Background: an optimization exercise with open tools, aiming at small area, a short achievable clock period and few clock cycles. Do not read the settings as production practice. Where RTL was checked, it was by simulation tests only, not by an equivalence proof against the original. Power figures rest on the tool's default switching activity, not on a simulated workload.

## alpha
## iommu_ptw
module iommu_ptw (
    input  wire        clk,
    input  wire        rst,             
    input  wire        req_valid,
    output wire        req_ready,
    input  wire [63:0] req_iova,
    input  wire [63:0] req_gatp,
    input  wire [63:0] req_satp,
    input  wire        req_stage1,      
    input  wire [1:0]  req_access,      
    output wire        mem_req_valid,
    input  wire        mem_req_ready,
    output wire [63:0] mem_req_addr,
    output wire        mem_req_size,    
    input  wire        mem_rsp_valid,
    input  wire [63:0] mem_rsp_data,
    input  wire        mem_rsp_err,
    output reg         rsp_valid,
    output wire        rsp_fault,
    output wire [11:0] rsp_cause,
    output wire [63:0] rsp_phys,
    output wire [63:0] rsp_pa,
    output wire [63:0] rsp_mask,
    output wire [1:0]  rsp_perm         
);
Size: ~540 I/O pins.
Settings: LEC_CHECK=0, CAP_MARGIN=20, CORE_MARGIN=2, CORE_UTILIZATION=40, SLEW_MARGIN=20; clock period 10.0 ns.
standard.sh (not shown) runs the stock make flow with config.mk's settings and CLKGATE_MAP_FILE= SYNTH_SCRIPT=/design/flow/synth_recipe.tcl, a recipe that flattens the netlist after the stock synthesis.
==> flow/flow/run.sh <==
#!/bin/bash
set -euo pipefail
bash standard.sh \
  "BUFFER_PORTS_ARGS=-buffer_cell sky130_fd_sc_hd__buf_1" \
  "SETUP_SLACK_MARGIN=6.0" \
  finish > flow_make.log 2>&1
alpha did not stop at any stage, and its layout met the timing, design-rule and antenna checks.
For delta, these inputs were changed with respect to alpha:
-- flow/flow/run.sh --
<<< alpha, line 5
  "SETUP_SLACK_MARGIN=6.0" \
>>> delta, line 5
  "SETUP_SLACK_MARGIN=6.5" \
[summary]
Against alpha, non-clock buffer count in delta rose by a little under 10%.
Delta (delta minus alpha): length in cells of the worst reg-to-reg path +2; via count went up 4.1%; sequential share of layout area went down.
In the metrics for alpha and delta, the one carrying the higher count of filler cells inserted in the layout is alpha.
Across both runs, final critical delay including setup and external delays was lower for delta than for alpha.
Function was not checked in any run of this note: the RTL went through the layout flow alone.

---

iommu_ptw, a different RTL version from the one above (not shown whole).
Size in the first run: ~1300 cells after synthesis, roughly 190 flip-flops, roughly 540 I/O pins.
export LEC_CHECK = 0
export CAP_MARGIN = 20
export CORE_MARGIN = 2
export CORE_UTILIZATION = 40
export SLEW_MARGIN = 20
create_clock -name core_clock -period 10.0 [get_ports {clk}]
==> flow/flow/run.sh <==
#!/bin/bash
set -euo pipefail
bash standard.sh \
  "BUFFER_PORTS_ARGS=-buffer_cell sky130_fd_sc_hd__buf_1" \
  "SETUP_SLACK_MARGIN=6.5" \
  finish > flow_make.log 2>&1
Testbench counts at the start, summed over its fixed seeds: cycles 47,628.
Rerun with:
==> flow/run.sh (new file) <==
#!/bin/bash
# synth_recipe.tcl (not shown) runs the flow's synth.tcl, then flattens the netlist and writes it again
# the make line also repeats each setting of config.mk as NAME=value (left out here)
make -C /OpenROAD-flow-scripts/flow DESIGN_CONFIG=/design/flow/config.mk WORK_HOME=/design/flow/orfs CLKGATE_MAP_FILE= SYNTH_SCRIPT=/design/flow/synth_recipe.tcl finish
- ABC_CLOCK_PERIOD_IN_PS: not set -> 2000
- SETUP_SLACK_MARGIN: not set -> 5
removed: flow/flow/run.sh
removed: flow/standard.sh
=> Worst setup slack got worse by 1.0 ns; design area is higher by a little under a tenth; wire length went down by a little under a tenth; clock skew stays flat; sequential power is about the same.

---

The RTL this note starts from:
==> flow/design.v <==
module iommu_ptw (
    input  wire        clk,
    input  wire        rst,             
    input  wire        req_valid,
    output wire        req_ready,
    input  wire [63:0] req_iova,
    input  wire [63:0] req_gatp,
    input  wire [63:0] req_satp,
    input  wire        req_stage1,      
    input  wire [1:0]  req_access,      
    output wire        mem_req_valid,
    input  wire        mem_req_ready,
    output wire [63:0] mem_req_addr,
    output wire        mem_req_size,    
    input  wire        mem_rsp_valid,
    input  wire [63:0] mem_rsp_data,
    input  wire        mem_rsp_err,
    output reg         rsp_valid,
    output wire        rsp_fault,
    output wire [11:0] rsp_cause,
    output wire [63:0] rsp_phys,
    output wire [63:0] rsp_pa,
    output wire [63:0] rsp_mask,
    output wire [1:0]  rsp_perm         
);
    localparam [3:0] MODE_BARE = 4'd0;
    localparam [3:0] MODE_SV32 = 4'd1;
    localparam [3:0] MODE_SV39 = 4'd8;
    localparam [3:0] MODE_SV48 = 4'd9;
    localparam [3:0] MODE_SV57 = 4'd10;
    reg         rdy;         
    reg         rd;          
    reg         s2s;         
    reg         sp;          
    reg         mreq;        
    reg  [63:0] vn;          
    wire [63:0] va = ~vn;
    reg         g_bare, g_32, g_39, g_48, g_57;    
    reg  [43:0] gppn;
    reg  [1:0]  acc;
    reg         s1pass;      
    reg  [1:0]  perm1;       
    reg  [4:0]  lv;          
    reg         pte8;
    reg  [56:2] addr;
    reg         l_r, l_w;    
    reg         o1, o2, o3, o4, o32;    
    reg         r_ok;        
    reg         r_bare;      
    reg         r_phn;       
    reg         r_fault;     
    reg  [1:0]  r_perm;
    reg         c8, c4, c3, c2, c1, c0;    
    assign req_ready     = rdy;
    assign mem_req_valid = mreq;
    assign mem_req_addr  = {7'd0, addr, 2'b00};
    assign mem_req_size  = pte8;
    assign rsp_fault     = r_fault;
    assign rsp_cause     = {3'd0, c8, 3'd0, c4, c3, c2, c1, c0};
    assign rsp_pa        = ~(vn | {64{r_fault}});
    assign rsp_phys      = ~(vn | {64{r_phn}});
    assign rsp_mask      = {{52{r_bare}}, {12{r_ok}}};
    assign rsp_perm      = r_perm;
    wire [3:0]  s_mode  = req_satp[63:60];
    wire        s_bare  = (s_mode == MODE_BARE);
    wire        s_32    = (s_mode == MODE_SV32);
    wire        s_39    = (s_mode == MODE_SV39);
    wire        s_48    = (s_mode == MODE_SV48);
    wire        s_57    = (s_mode == MODE_SV57);
    wire        s_ok    = s_32 | s_39 | s_48 | s_57;
    wire        s_wbad  = (|req_iova[63:57]) |
                          ((s_32 | s_39 | s_48) & (|req_iova[56:48])) |
                          ((s_32 | s_39) & (|req_iova[47:39])) |
                          (s_32 & (|req_iova[38:32]));
    wire [11:2] s_idx   = !s_mode[3] ? req_iova[31:22] :
                          s_mode[1]  ? {req_iova[56:48], 1'b0} :
                          s_mode[0]  ? {req_iova[47:39], 1'b0} :
                                       {req_iova[38:30], 1'b0};
    wire [4:0]  s_lv    = {s_57, s_48, s_39, s_32, 1'b0};
    wire        g_ok    = g_32 | g_39 | g_48 | g_57;
    wire        g_wbad  = (|va[63:59]) |
                          ((g_32 | g_39 | g_48) & (|va[58:50])) |
                          ((g_32 | g_39) & (|va[49:41])) |
                          (g_32 & (|va[40:34]));
    wire [13:2] g_off   = ({12{g_32}} & va[33:22]) | ({12{g_39}} & {va[40:30], 1'b0}) |
                          ({12{g_48}} & {va[49:39], 1'b0}) | ({12{g_57}} & {va[58:48], 1'b0});
    wire [2:0]  g_lo    = {1'b0, gppn[1:0]} + {1'b0, g_off[13:12]};
    wire [42:0] g_inc   = {1'b0, gppn[43:2]} + 43'd1;
    wire [44:0] g_hi    = {g_lo[2] ? g_inc : {1'b0, gppn[43:2]}, g_lo[1:0]};
    wire [4:0]  g_lv    = {g_57, g_48, g_39, g_32, 1'b0};
    wire [11:2] n_idx   = !pte8 ? va[21:12] :
                          {({9{lv[1]}} & va[20:12]) | ({9{lv[2]}} & va[29:21]) |
                           ({9{lv[3]}} & va[38:30]) | ({9{lv[4]}} & va[47:39]), 1'b0};
    wire         ge2     = lv[2] | lv[3] | lv[4];
    wire         ge3     = lv[3] | lv[4];
    wire [55:12] offm    = pte8 ? {8'd0, {9{lv[4]}}, {9{ge3}}, {9{ge2}}, {9{!lv[0]}}}
                                : {34'd0, {10{!lv[0]}}};
    wire [55:12] p_ppn   = pte8 ? mem_rsp_data[53:10] : {22'd0, mem_rsp_data[31:10]};
    wire         p_V     = mem_rsp_data[0];
    wire         p_R     = mem_rsp_data[1];
    wire         p_W     = mem_rsp_data[2];
    wire         p_X     = mem_rsp_data[3];
    wire         p_ptr   = !p_R && !p_W && !p_X;
    wire         p_live  = !mem_rsp_err && p_V;
    wire         p_next  = p_live && p_ptr && !lv[0];
    wire         p_leaf0 = p_live && !p_ptr && lv[0];      
    wire         p_sp    = p_live && !p_ptr && !lv[0];     
    wire         p_inv   = !p_V || p_ptr || (!p_R && p_W);  
    wire         p_fr    = acc[0] && !p_R;
    wire         p_fw    = acc[1] && !p_W;
    wire         p_ok    = p_leaf0 && !(!p_R && p_W) && !p_fr && !p_fw;
    wire         q_mis   = pte8 ? (o1 || (ge2 && o2) || (ge3 && o3) || (lv[4] && o4)) : o32;
    wire         q_inv   = (!l_r && l_w) || q_mis;
    wire         q_fr    = acc[0] && !l_r;
    wire         q_fw    = acc[1] && !l_w;
    wire         q_ok    = !q_inv && !q_fr && !q_fw;
    wire         rsp_in  = rd && !mreq && mem_rsp_valid;
    wire         go2     = s1pass && !g_bare;    
    wire         e_acc   = req_stage1 && (s_bare || !s_ok || s_wbad);
    wire         e_s2s   = g_bare || !g_ok || g_wbad;
    wire         e_sp    = !(q_ok && go2);
    wire         e_rsp   = !p_next && !p_sp && !(p_ok && go2);
    reg          n_ok, n_bare, n_phn;
    reg  [1:0]   n_perm;
    reg  [5:0]   n_cause;                        
    always @(*) begin
        if (rdy) begin
            n_ok    = s_bare;
            n_bare  = s_bare;
            n_phn   = 1'b1;
            n_perm  = {2{s_bare}};
            n_cause = s_bare ? 6'd0 : !s_ok ? 6'b100011 : 6'b100000;    
        end else if (s2s) begin
            n_ok    = g_bare;
            n_bare  = g_bare;
            n_phn   = g_bare;
            n_perm  = g_bare ? perm1 : 2'b00;
            n_cause = g_bare ? 6'd0 : !g_ok ? 6'b100011 : 6'b100000;
        end else if (sp) begin
            n_ok    = q_ok;
            n_bare  = 1'b0;
            n_phn   = q_ok || s1pass;
            n_perm  = q_ok ? ({l_w, l_r} & perm1) : 2'b00;
            n_cause = q_inv ? 6'b101010 :                                
                      q_fr  ? (s1pass ? 6'b010101 : 6'b001101) :         
                      q_fw  ? (s1pass ? 6'b010111 : 6'b001111) :         
                      6'd0;
        end else begin
            n_ok    = p_ok;
            n_bare  = 1'b0;
            n_phn   = p_ok || s1pass;
            n_perm  = p_ok ? ({p_W, p_R} & perm1) : 2'b00;
            n_cause = mem_rsp_err ? 6'b101001 :                          
                      p_inv ? 6'b101010 :                                
                      p_fr  ? (s1pass ? 6'b010101 : 6'b001101) :
                      p_fw  ? (s1pass ? 6'b010111 : 6'b001111) :
                      6'd0;
        end
    end
    always @(posedge clk) begin
        r_ok    <= n_ok;
        r_fault <= !n_ok;
        r_bare  <= n_bare;
        r_phn   <= n_phn;
        r_perm  <= n_perm;
        {c8, c4, c3, c2, c1, c0} <= n_cause;
        l_r     <= p_R;
        l_w     <= p_W;
        o1      <= |mem_rsp_data[18:10];
        o2      <= |mem_rsp_data[27:19];
        o3      <= |mem_rsp_data[36:28];
        o4      <= |mem_rsp_data[45:37];
        o32     <= |mem_rsp_data[19:10];
        if (rdy) begin
            vn    <= ~req_iova;
            g_bare <= (req_gatp[63:60] == MODE_BARE);
            g_32   <= (req_gatp[63:60] == MODE_SV32);
            g_39   <= (req_gatp[63:60] == MODE_SV39);
            g_48   <= (req_gatp[63:60] == MODE_SV48);
            g_57   <= (req_gatp[63:60] == MODE_SV57);
            gppn  <= req_gatp[43:0];
            acc   <= req_access;
            perm1 <= 2'b11;
            addr  <= {1'b0, req_satp[43:0], s_idx};
            lv    <= s_lv;
            pte8  <= !s_32;
            s1pass <= req_stage1;
        end else if (s2s) begin
            addr  <= {g_hi, g_off[11:2]};
            lv    <= g_lv;
            pte8  <= !g_32;
        end else if (sp) begin
            if (q_ok) begin
                vn    <= ~{8'd0, addr[55:12] | (va[55:12] & offm), va[11:0]};
                perm1 <= {l_w, l_r} & perm1;
                if (go2)
                    s1pass <= 1'b0;
            end
        end else if (rd && !mreq) begin
            addr  <= {1'b0, p_ppn, n_idx};
            if (mem_rsp_valid) begin
                if (p_next)
                    lv <= {1'b0, lv[4:1]};
                if (p_ok || (s1pass && p_leaf0)) begin
                    vn    <= ~{8'd0, p_ppn, va[11:0]};
                    perm1 <= {p_W, p_R} & perm1;
                end
                if (p_ok && go2)
                    s1pass <= 1'b0;
            end
        end
        if (rst) begin
            rdy       <= 1'b1;
            rd        <= 1'b0;
            s2s       <= 1'b0;
            sp        <= 1'b0;
            mreq      <= 1'b0;
            rsp_valid <= 1'b0;
        end else begin
            rsp_valid <= 1'b0;
            if (mreq && mem_req_ready)
                mreq <= 1'b0;
            if (rdy && req_valid) begin
                rsp_valid <= e_acc;
                rdy  <= e_acc;
                s2s  <= !req_stage1;
                rd   <= !e_acc && req_stage1;
                mreq <= !e_acc && req_stage1;
            end
            if (s2s) begin
                s2s  <= 1'b0;
                rsp_valid <= e_s2s;
                rdy  <= e_s2s;
                rd   <= !e_s2s;
                mreq <= !e_s2s;
            end
            if (sp) begin
                sp   <= 1'b0;
                rsp_valid <= e_sp;
                rdy  <= e_sp;
                s2s  <= !e_sp;
            end
            if (rsp_in) begin
                rsp_valid <= e_rsp;
                rdy  <= e_rsp;
                mreq <= p_next;
                rd   <= p_next;
                sp   <= p_sp;
                s2s  <= !p_next && !p_sp && p_ok && go2;
            end
        end
    end
endmodule
Settings: LEC_CHECK=0, CAP_MARGIN=20, CORE_MARGIN=2, CORE_UTILIZATION=40, SLEW_MARGIN=20; clock period 10.0 ns.
==> flow/flow/run.sh <==
#!/bin/bash
set -euo pipefail
bash standard.sh \
  "BUFFER_PORTS_ARGS=-buffer_cell sky130_fd_sc_hd__buf_1" \
  "SETUP_SLACK_MARGIN=6.6" \
  finish > flow_make.log 2>&1
Rerun with:
--- a/flow/flow/run.sh
+++ b/flow/flow/run.sh
@@ -5 +5 @@
-  "SETUP_SLACK_MARGIN=6.6" \
+  "SETUP_SLACK_MARGIN=6.5" \
Result:
- cell area fell by 3.7%
- synthesized cell count is unchanged
- setup slack loses 70 ps
- via count fell by 3.0%
- non-clock buffer count fell by 16
- wire length fell by 4.3%
- clock-buffer cell count rose by 5
No run of this note included a check of the RTL's function; only the layout flow was run.

-- separate check: timing with driven ports --
Ports are ideal in the flow. The routed layouts listed here were re-timed in OpenROAD.
Step 1, drivers: a clkbuf_16 drives clk and a buf_2 each remaining input, both assumed.
Step 2 moves the port delays by t, midway between the first and last clock arrival at a register: inputs arrive t later, outputs are due t later. That takes back most of the time a late clock gives input paths.
Slacks: ideal / step 1 / step 2; pairs: ideal / step 1.
run | shift t [ns] | setup slack, ns | clock arrival spread, ns | worst data-port slew with drivers (ns) | pins driven straight from the clock port
alpha | 0.502 | 6.100 / 6.066 / 5.596 | 0.015 / 0.015 | 0.09 | 1
delta | 0.499 | 6.253 / 6.253 / 6.058 | 0.016 / 0.015 | 0.08 | 1
the first run of note 2 | 0.489 | 6.231 / 6.221 / 5.732 | 0.014 / 0.013 | 0.12 | 1
the second run of note 2 | 0.489 | 5.207 / 5.226 / 4.737 | 0.013 / 0.012 | 0.10 | 1
the first run of note 3 | 0.577 | 6.582 / 6.533 / 6.085 | 0.022 / 0.021 | 0.09 | 1
the second run of note 3 | 0.577 | 6.512 / 6.465 / 5.982 | 0.023 / 0.023 | 0.09 | 1
After both steps every run listed still meets setup and hold. The setup slack of the second run of note 3, which loses most, moves by -0.047 ns with the drivers and by -0.530 ns with both steps.
